Background: an optimization exercise with open tools, aiming at small area, a short achievable clock period and few clock cycles. Do not read the settings as production practice.
RTL that was checked went through simulation tests only; none was proved equivalent to the original.
Power and IR drop assume default switching activity.

==> flow/design.v <==
module ota_core (
    input  wire        clk,
    input  wire        rst,
    input  wire        cmd_valid,
    output reg         cmd_ready,
    input  wire [2:0]  cmd_op,
    input  wire [31:0] cmd_arg,
    input  wire        in_valid,
    output reg         in_ready,
    input  wire [7:0]  in_data,
    output reg         rsp_valid,
    output reg  [31:0] rsp_data,
    output reg         out_valid,
    output reg  [7:0]  out_data,
    output reg         dict_we,
    output reg  [10:0] dict_waddr,
    output reg  [7:0]  dict_wdata,
    output reg  [10:0] dict_raddr,
    input  wire [7:0]  dict_rdata
);
    localparam [31:0] MAGIC_DEFAULT = 32'h45535033;
    localparam [2:0] OP_CFG_MAGIC = 3'd1;
    localparam [2:0] OP_START     = 3'd2;
    localparam [2:0] OP_POLL      = 3'd3;
    localparam [2:0] OP_PROGRESS  = 3'd4;
    localparam [2:0] OP_VERIFY    = 3'd5;
    localparam [2:0] OP_RELEASE   = 3'd6;
    localparam [31:0] RES_INPROGRESS = 32'd0;
    localparam [31:0] RES_DONE       = 32'd1;
    localparam [31:0] ERR_HDR_LENGTH = -32'sd8;
    localparam [31:0] ERR_HDR_MAGIC  = -32'sd9;
    localparam [31:0] ERR_CHECKSUM   = -32'sd10;
    localparam [31:0] ERR_DOWNLOAD   = -32'sd11;
    localparam [2:0] ST_IDLE      = 3'd0;
    localparam [2:0] ST_HEADER    = 3'd1;
    localparam [2:0] ST_FILE      = 3'd2;
    localparam [2:0] ST_COMPLETED = 3'd3;
    localparam [2:0] ST_MAGIC     = 3'd4;
    localparam [2:0] ST_ERROR     = 3'd5;
    reg [2:0]  st;
    reg        err_is_len;
    reg [31:0] magic_cfg;
    reg [32:0] rem;              
    reg [31:0] written;          
    reg        wrapped;          
    reg [31:0] crc;
    reg [31:0] hdr_crc;
    reg [4:0]  hdr_fill;
    reg        len_ok, mag_ok, lborrow;
    reg [31:0] cl;               
    reg [7:0]  b0, b1;           
    reg        v0, v1;
    reg [30:0] bitq;             
    reg [4:0]  bitcnt;
    reg [1:0]  nopp;             
    reg        rd_act;           
    reg        a_lit;            
    reg [4:0]  cnt;              
    reg        last;             
    reg        dv;               
    reg        d_lit;            
    reg [10:0] dp;               
    reg        go;               
    reg [2:0]  op_r;             
    reg        busy;             
    reg [31:0] crc_next;
    integer i;
    always @* begin
        crc_next = crc ^ {24'd0, b0};
        for (i = 0; i < 8; i = i + 1)
            crc_next = crc_next[0] ? ((crc_next >> 1) ^ 32'hEDB88320) : (crc_next >> 1);
    end
    wire active  = (st == ST_HEADER) || (st == ST_FILE) || (st == ST_COMPLETED);
    wire in_file = (st == ST_FILE);
    wire in_hdr  = (st == ST_HEADER);
    wire full_ok = bitq[30] ? (bitcnt >= 5'd9)  : (bitcnt >= 5'd16);
    wire part_ok = bitq[30] ? (bitcnt >= 5'd17) : (bitcnt >= 5'd24);
    wire tp      = (nopp != 2'd0) && full_ok;
    wire take    = tp && (!rd_act || last);
    wire [1:0] nopp_a = !full_ok ? 2'd0 :
                        take     ? {1'b0, nopp[1] && part_ok} :
                        (nopp[1] && !part_ok) ? 2'd1 : nopp;
    wire feed    = v0 && in_file && !nopp_a[1];
    wire ib_go   = v0 && (!in_file || !nopp_a[1]);
    wire cmd_fire = cmd_valid && cmd_ready;
    wire in_fire  = in_valid && in_ready;
    wire do_start = go && (op_r == OP_START) && !active;
    wire do_poll  = go && (op_r == OP_POLL);
    wire more     = (cl != 32'd0);
    function [32:0] pfx_and;
        input [32:0] x;
        integer j, l;
        begin
            pfx_and = x;
            for (l = 0; l < 6; l = l + 1)
                for (j = 0; j < 33; j = j + 1)
                    if (j & (1 << l))
                        pfx_and[j] = pfx_and[j] & pfx_and[((j >> l) << l) - 1];
        end
    endfunction
    wire [32:0] cl_p  = pfx_and({1'b1, ~cl});
    wire [31:0] cl_z  = {cl_p[30:0], 1'b1};
    wire [32:0] rem_p = pfx_and(~rem);
    wire [32:0] rem_z = {rem_p[31:0], 1'b1};
    wire [32:0] wr_p  = pfx_and({1'b1, written});
    wire [31:0] wr_z  = {wr_p[30:0], 1'b1};
    wire poll_end = busy && !more && !v0 && !tp && !rd_act;
    wire       fwd     = out_valid && (dp == written[10:0]);
    wire       wr_done = wrapped || (dp < written[10:0]);
    wire       s_lit   = d_lit;
    wire       s_fwd   = !d_lit && fwd;
    wire       s_ram   = !d_lit && !fwd && wr_done;
    wire       s_spc   = !d_lit && !fwd && !wr_done && (dp >= 11'd17);
    wire [7:0] dbyte   = ({8{s_lit}} & dp[7:0]) | ({8{s_fwd}} & out_data) |
                         ({8{s_ram}} & dict_rdata) | {2'b00, s_spc, 5'b00000};
    wire [38:0] ins   = {b0, 31'd0} >> bitcnt;
    wire [38:0] qx    = {bitq, 8'd0} | (feed ? ins : 39'd0);
    wire [30:0] q_n   = !take ? qx[38:8] : (bitq[30] ? qx[29:0] << 1 : qx[22:0] << 8);
    wire [4:0]  c_n   = !take ? (feed ? bitcnt + 5'd8 : bitcnt) :
                        bitq[30] ? (feed ? bitcnt - 5'd1 : bitcnt - 5'd9) :
                                   (feed ? bitcnt - 5'd8 : bitcnt - 5'd16);
    wire [7:0] rbyte = rem[8*hdr_fill[1:0] +: 8];
    wire [8:0] ldiff = {1'b0, rbyte} - {1'b0, (hdr_fill[1:0] == 2'd0) ? 8'd8 : {7'd0, lborrow}};
    wire v1_n   = (v1 && !ib_go) || (v0 && in_fire && !ib_go);
    wire more_n = in_fire ? (cl != 32'd1) : more;
    wire [31:0] written_n = written ^ ({32{out_valid}} & wr_z);
    wire       r_wr  = (op_r == OP_PROGRESS) && active;
    reg  [4:0] r_code;
    always @* begin
        r_code = ERR_DOWNLOAD[4:0];
        if (busy) begin
            case (st)
            ST_HEADER:    r_code = RES_INPROGRESS[4:0];
            ST_COMPLETED: r_code = RES_DONE[4:0];
            ST_FILE:      r_code = (rem == 33'd20) ? RES_DONE[4:0] :
                                   (rem[32] || rem[31:0] < 32'd20) ? ERR_DOWNLOAD[4:0] :
                                   RES_INPROGRESS[4:0];
            ST_MAGIC:     r_code = ERR_HDR_MAGIC[4:0];
            ST_ERROR:     r_code = err_is_len ? ERR_HDR_LENGTH[4:0] : ERR_DOWNLOAD[4:0];
            default:      r_code = ERR_DOWNLOAD[4:0];
            endcase
        end else begin
            case (op_r)
            OP_CFG_MAGIC: r_code = active ? ERR_DOWNLOAD[4:0] : RES_DONE[4:0];
            OP_PROGRESS, OP_VERIFY: begin
                if (st == ST_MAGIC)
                    r_code = ERR_HDR_MAGIC[4:0];
                else if (st == ST_ERROR)
                    r_code = err_is_len ? ERR_HDR_LENGTH[4:0] : ERR_DOWNLOAD[4:0];
                else if (op_r == OP_VERIFY && st == ST_COMPLETED)
                    r_code = (~crc == hdr_crc) ? RES_DONE[4:0] : ERR_CHECKSUM[4:0];
                else
                    r_code = ERR_DOWNLOAD[4:0];
            end
            OP_RELEASE:   r_code = RES_DONE[4:0];
            default:      r_code = ERR_DOWNLOAD[4:0];
            endcase
        end
    end
    always @* begin
        rsp_data   = cl;
        dict_we    = out_valid;
        dict_wdata = out_data;
        dict_waddr = written[10:0];
    end
    always @(posedge clk) begin
        if (rst) begin
            st        <= ST_IDLE;
            cmd_ready <= 1'b1;
            go        <= 1'b0;
            busy      <= 1'b0;
            in_ready  <= 1'b0;
            magic_cfg <= MAGIC_DEFAULT;
            rsp_valid <= 1'b0;
            out_valid <= 1'b0;
            v0        <= 1'b0;
            v1        <= 1'b0;
            nopp      <= 2'd0;
            rd_act    <= 1'b0;
            dv        <= 1'b0;
        end else begin
            go        <= cmd_fire;
            rsp_valid <= go ? (op_r != OP_POLL) : poll_end;
            cmd_ready <= cmd_ready ? !cmd_valid : (go ? (op_r != OP_POLL) : poll_end);
            busy      <= busy ? !poll_end : do_poll;
            if (go && op_r == OP_CFG_MAGIC && !active)
                magic_cfg <= cl;
            if (do_start)
                st <= ST_HEADER;
            else if (go && op_r == OP_RELEASE)
                st <= ST_IDLE;
            else if (ib_go && in_hdr && hdr_fill == 5'd19)
                st <= (!len_ok || lborrow) ? ST_ERROR : (!mag_ok ? ST_MAGIC : ST_FILE);
            else if (poll_end && in_file && (rem == 33'd20))
                st <= ST_COMPLETED;
            else if (poll_end && in_file && (rem[32] || rem[31:0] < 32'd20))
                st <= ST_ERROR;
            if (cmd_fire)
                in_ready <= 1'b1;
            else
                in_ready <= (busy || do_poll) && more_n && !v1_n;
            v0 <= ib_go ? (v1 || in_fire) : (v0 || in_fire);
            v1 <= v1_n;
            if (do_start)
                nopp <= 2'd0;
            else if (in_file)
                nopp <= nopp_a + {1'b0, feed};
            rd_act    <= take || (rd_act && !last);
            dv        <= rd_act;
            out_valid <= dv;
        end
    end
    always @(posedge clk) begin
        if (cmd_ready)
            op_r <= cmd_op;
        if (cmd_ready)
            cl <= cmd_arg;
        else if ((go && !(op_r == OP_POLL || (op_r == OP_START && !active))) || poll_end)
            cl <= (go && r_wr) ? written_n : {{27{r_code[4]}}, r_code};
        else
            cl <= cl ^ ({32{in_fire}} & cl_z);    
        if (ib_go || !v0)
            b0 <= v1 ? b1 : in_data;
        if (!v1)
            b1 <= in_data;
        if (poll_end && in_file)
            err_is_len <= 1'b0;
        if (do_start) begin
            rem      <= {1'b0, cl};
            crc      <= 32'hFFFFFFFF;
            hdr_fill <= 5'd0;
            len_ok   <= 1'b1;
            mag_ok   <= 1'b1;
            lborrow  <= 1'b0;
        end else begin
            if (ib_go && in_file)
                rem <= rem ^ rem_z;                              
            if (ib_go && in_hdr) begin
                hdr_fill <= hdr_fill + 5'd1;
                if (hdr_fill[4:2] == 3'd0) begin
                    len_ok  <= len_ok && (b0 == ldiff[7:0]);
                    lborrow <= ldiff[8];
                end
                if (hdr_fill[4:2] == 3'd1)
                    hdr_crc <= {b0, hdr_crc[31:8]};
                if (hdr_fill[4:2] == 3'd2)
                    mag_ok <= mag_ok && (b0 == magic_cfg[8*hdr_fill[1:0] +: 8]);
                if (hdr_fill >= 5'd8)
                    crc <= crc_next;
                if (hdr_fill == 5'd19)
                    err_is_len <= 1'b1;
            end else if (ib_go && in_file) begin
                crc <= crc_next;
            end
        end
        if (do_start) begin
            bitq   <= 31'd0;
            bitcnt <= 5'd0;
        end else begin
            bitq   <= q_n;
            bitcnt <= c_n;
        end
        if (take) begin
            a_lit      <= bitq[30];
            dict_raddr <= bitq[30] ? {3'd0, bitq[29:22]} : bitq[29:19] + 11'd17;
            cnt        <= bitq[30] ? 5'd0 : {1'b0, bitq[18:15]} + 5'd1;
            last       <= bitq[30];
        end else begin
            a_lit      <= 1'b0;
            dict_raddr <= dict_raddr + 11'd1;
            cnt        <= cnt - 5'd1;
            last       <= (cnt == 5'd1);
        end
        d_lit    <= a_lit;
        dp       <= dict_raddr;
        out_data <= dbyte;
        written  <= do_start ? 32'd0 : written_n;
        wrapped  <= do_start ? 1'b0 : (wrapped || (out_valid && written[10:0] == 11'd2047));
    end
endmodule
export LEC_CHECK = 0
export CAP_MARGIN = 20
export CORE_MARGIN = 2
export CORE_UTILIZATION = 50
export SLEW_MARGIN = 20
create_clock -name core_clock -period 10.0 [get_ports {clk}]
standard.sh (not shown) runs the stock make flow with config.mk's settings and CLKGATE_MAP_FILE= SYNTH_SCRIPT=/design/flow/synth_recipe.tcl, a recipe that flattens the netlist after the stock synthesis.
==> flow/flow/run.sh <==
#!/bin/bash
set -euo pipefail
bash standard.sh SETUP_SLACK_MARGIN=6.9 finish > standard_flow.log 2>&1
Testbench counts at the start, summed over its fixed seeds: cycles 130,440.
==> next run, changes <==
--- a/flow/design.v
+++ b/flow/design.v
@@ -195,10 +195,11 @@
                 st <= ST_COMPLETED;
             else if (poll_end && in_file && (rem[32] || rem[31:0] < 32'd20))
                 st <= ST_ERROR;
-            if (cmd_fire)
+            if (do_poll) begin
                 in_ready <= 1'b1;
-            else
-                in_ready <= (busy || do_poll) && more_n && !v1_n;
+            end else begin
+                in_ready <= busy && more_n && !v1_n;
+            end
             v0 <= ib_go ? (v1 || in_fire) : (v0 || in_fire);
             v1 <= v1_n;
             if (do_start)
After rerunning:
- global-route usage came out higher by 0.68 points
- setup slack improves by 0.35 ns
- via count came out lower by 2.2%
- cell count came out lower by 1.6%
- count of clock-buffer cells in the layout came out lower by 2
- total power came out higher by 12%
- clock power came out higher by about 10%
- first-iteration DRC count came out lower by 18%
- core utilization came out lower by 0.34 points
- cell area came out lower by 1.3%
- synthesized area came out lower by 1.4%
- die area came out lower by 1.4%
For the second run of this note, only the layout was checked, not whether the RTL still works.

## static timing again, ports no longer ideal
In the flow no input, the clock included, has a driving cell. The finished layouts below were timed again as built, in two steps.
Step 1 assumes that a clkbuf_16 drives the clock port and a buf_2 every other input.
Step 2 also shifts input and output timing later by t, the mid clock arrival at the registers, as if the neighbouring blocks saw the same clock.
Slacks: ideal / step 1 / step 2; pairs: ideal / step 1.
run | t (ns) | setup slack, ns | worst setup path at the end | clock arrival spread, ns
the first run | 0.582 | 6.562 / 6.575 / 5.993 | input to register | 0.018 / 0.018
the second run | 0.570 | 6.914 / 6.860 / 6.407 | input to register | 0.024 / 0.024
After both steps setup and hold are still met in every run listed. For the first run, which loses most, drivers alone change the setup slack by +0.013 ns; drivers and shift together by -0.569 ns.
